Source: an optimization exercise on an open RTL-to-GDS flow (aim: small area). Production flows keep margins and buffers that such runs may drop. Only simulation tests tie the RTL to the original design; equivalence was not proved. Power figures rest on the tool's default switching activity, not on a simulated workload.

Setup of north:
Design yunqi_io, start of the top module:
module yunqi_io (
    input  wire        clk,
    input  wire        rst,
    input  wire        op_valid,
    input  wire [3:0]  op,
    input  wire [7:0]  op_arg,
    input  wire        echo,
    output wire [11:0] cmp_l,
    output wire [11:0] cmp_r,
    output wire [1:0]  dir_l,
    output wire [1:0]  dir_r,
    output wire signed [7:0] duty_l,
    output wire signed [7:0] duty_r,
    output reg         motor_en,
    output reg         refused,
    output reg         msg_valid,
    output reg  [2:0]  msg_id,
    output wire        trig,
    output reg         echo_rdy,
    output reg         dist_valid,
    output wire [19:0] dist_bcd,
    output wire [1:0]  dist_tier
);
export LEC_CHECK = 0
export CAP_MARGIN = 20
export CORE_MARGIN = 2
export CORE_UTILIZATION = 60
export GPL_TIMING_DRIVEN = 0
export SLEW_MARGIN = 20
create_clock -name core_clock -period 40.0 [get_ports {clk}]
standard.sh (not shown) runs the stock make flow with config.mk's settings and CLKGATE_MAP_FILE= SYNTH_SCRIPT=/design/flow/synth_recipe.tcl, a recipe that flattens the netlist after the stock synthesis.
==> flow/flow/run.sh <==
#!/bin/bash
# The standard layout, with these changes:
#  - synthesis maps the logic with an area-oriented ABC script (flow/synth.tcl,
#    flow/area.abc); registers are mapped exactly as in the standard synthesis;
#  - port buffers use the smallest buffer cell;
#  - clock tree synthesis uses clkbuf_4 and inserts no dummy loads;
#  - one tie cell per constant value instead of one per load.
set -euo pipefail
here=$(pwd)
bash standard.sh "SYNTH_SCRIPT=$here/flow/synth.tcl" \
  "BUFFER_PORTS_ARGS=-buffer_cell sky130_fd_sc_hd__buf_1" \
  "CTS_ARGS=-sink_clustering_enable -repair_clock_nets -dont_use_dummy_load -buf_list sky130_fd_sc_hd__clkbuf_4" \
  SKIP_REPAIR_TIE_FANOUT=1 \
  finish > flow_make.log 2>&1
==> flow/flow/area.abc <==
strash
&get -n
&deepsyn -T 5
&put
dch -f
amap
==> flow/flow/synth.tcl <==
# The standard synthesis (synth_recipe.tcl), with ORFS's full-adder
# extraction turned off and ABC run with an area-oriented script.
set ::area_abc [file join [file dirname [file normalize [info script]]] area.abc]
proc synth {args} { yosys synth -nofsm -noshare {*}$args }
proc abc {args} {
  set i [lsearch -exact $args -script]
  if { $i >= 0 } { lset args [expr {$i + 1}] $::area_abc }
  yosys abc {*}$args
}
set ::env(ADDER_MAP_FILE) ""
source $::env(SCRIPTS_DIR)/synth.tcl
# left out here: clear keep_hierarchy, flatten, clean up, hide names made inside functions, write 1_2_yosys.v
What south does differently from north at the input level:
- GPL_TIMING_DRIVEN no longer set, was 0
- CORE_UTILIZATION now 40, was 60
==> flow/flow/run.sh <==
#!/bin/bash
# The standard layout, with three changes:
#  - synthesis maps the logic with an area-oriented ABC script (flow/synth.tcl,
#    flow/area.abc); registers are mapped exactly as in the standard synthesis;
#  - port buffers use the smallest buffer cell;
#  - clock tree synthesis inserts no dummy loads.
set -euo pipefail
here=$(pwd)
bash standard.sh "SYNTH_SCRIPT=$here/flow/synth.tcl" \
  "BUFFER_PORTS_ARGS=-buffer_cell sky130_fd_sc_hd__buf_1" \
  "CTS_ARGS=-sink_clustering_enable -repair_clock_nets -dont_use_dummy_load -buf_list {sky130_fd_sc_hd__clkbuf_4 sky130_fd_sc_hd__clkbuf_8}" \
  finish > flow_make.log 2>&1
--- outcome ---
- north -> south: die footprint increased by more than a quarter
- south does better than north on maximum frequency from static timing analysis.
- Sort south and north by non-clock buffer area fraction after layout, descending, and north comes first.
- Of south and north, the lower internal power component belongs to north.
- Taking north as the reference, in south number of clock buffer instances in the layout now sits at about the same level; latest clock arrival within the worst-skew pair fell by 0.06 ns.
- Re clock network fraction of total power: south and north aren't equal, and the higher value belongs to south.
- Comparing south with north, the global routing usage on met3 came out essentially unchanged.
- Looking at south and north, the buffering stage count on the worst path with inverters included is a wash.


== the baseline ==
yunqi_io again, from the RTL that the note above started with.
clock: 40.0 ns
lec_check: 0
cap_margin: 20
core_margin: 2
core_utilization: 40
gpl_timing_driven: 0
slew_margin: 20
==> flow/flow/run.sh <==
#!/bin/bash
# The standard layout, with these changes:
#  - synthesis maps the logic with an area-oriented ABC script (flow/synth.tcl,
#    flow/area.abc); registers are mapped exactly as in the standard synthesis;
#  - port buffers use the smallest buffer cell;
#  - clock tree synthesis uses clkbuf_4 and inserts no dummy loads;
#  - one tie cell per constant value instead of one per load.
set -euo pipefail
here=$(pwd)
bash standard.sh "SYNTH_SCRIPT=$here/flow/synth.tcl" \
  "BUFFER_PORTS_ARGS=-buffer_cell sky130_fd_sc_hd__buf_1" \
  "CTS_ARGS=-sink_clustering_enable -repair_clock_nets -dont_use_dummy_load -buf_list sky130_fd_sc_hd__clkbuf_4" \
  SKIP_REPAIR_TIE_FANOUT=1 \
  finish > flow_make.log 2>&1
Scripts as last shown in full above: flow/flow/area.abc, flow/flow/synth.tcl
For the candidate, these inputs were changed with respect to the baseline:
# the baseline
export LEC_CHECK = 0
export CAP_MARGIN = 20
export CORE_MARGIN = 2
export CORE_UTILIZATION = 40
export GPL_TIMING_DRIVEN = 0
export SLEW_MARGIN = 20
create_clock -name core_clock -period 40.0 [get_ports {clk}]
# the candidate
export LEC_CHECK = 0
export CAP_MARGIN = 20
export CORE_MARGIN = 2
export CORE_UTILIZATION = 50
export SLEW_MARGIN = 20
create_clock -name core_clock -period 40.0 [get_ports {clk}]
==> flow/flow/area.abc <==
strash
&get -n
&deepsyn -I 4 -J 50 -T 120
&put
dch -f
amap
[summary]
The candidate vs the baseline: die extent in y down by more than 10%
The baseline did not stop at any stage, and its layout met the timing, design-rule and antenna checks.
The candidate finished end to end and its layout was clean on timing, DRC and antenna.
Power (the candidate over the baseline): decrease, 0.0000014 W
Taking the baseline as the reference, in the candidate number of global-route vias before repair now smaller; setup slack now larger; worst slack at placement now larger.
Signed area change from the synthesized netlist to the final layout: the candidate vs the baseline down 4.7 points
The candidate vs the baseline: non-clock buffer count down
Routed wire in the candidate totals less than in the baseline.
The candidate gives less internal power contribution than the baseline did.
Across both runs, met1 track demand over resource in global routing was higher for the candidate than for the baseline.
| multi-input combinational cell area | the baseline vs the candidate | ≈ equal |

port drivers added, routing unchanged:
The flow's constraints put no driver on any port. The routed layouts listed below were extracted and timed again, unchanged, in two steps. Step 1, drivers: a clkbuf_16 drives clk and a buf_2 each remaining input, both assumed. Step 2 also shifts input and output timing later by t, the mid clock arrival at the registers, as if the neighbouring blocks saw the same clock. a / b / c = ideal ports / drivers / drivers and shift; a / b = the first two.
| run | shift t [ns] | setup slack, ns | hold slack, ns | worst setup path after step 2 |
|---|---|---|---|---|
| north | 0.410 | 28.966 / 28.971 / 28.561 | 0.456 / 0.456 / 0.456 | input to register |
| south | 0.360 | 29.199 / 29.206 / 28.846 | 0.458 / 0.458 / 0.458 | input to register |
| the baseline | 0.404 | 29.007 / 29.011 / 28.607 | 0.467 / 0.467 / 0.467 | input to register |
| the candidate | 0.402 | 29.211 / 29.214 / 28.811 | 0.458 / 0.458 / 0.458 | input to register |
After both steps setup and hold are still met in every run listed. For north, which loses most, drivers alone change the setup slack by +0.005 ns; drivers and shift together by -0.405 ns.
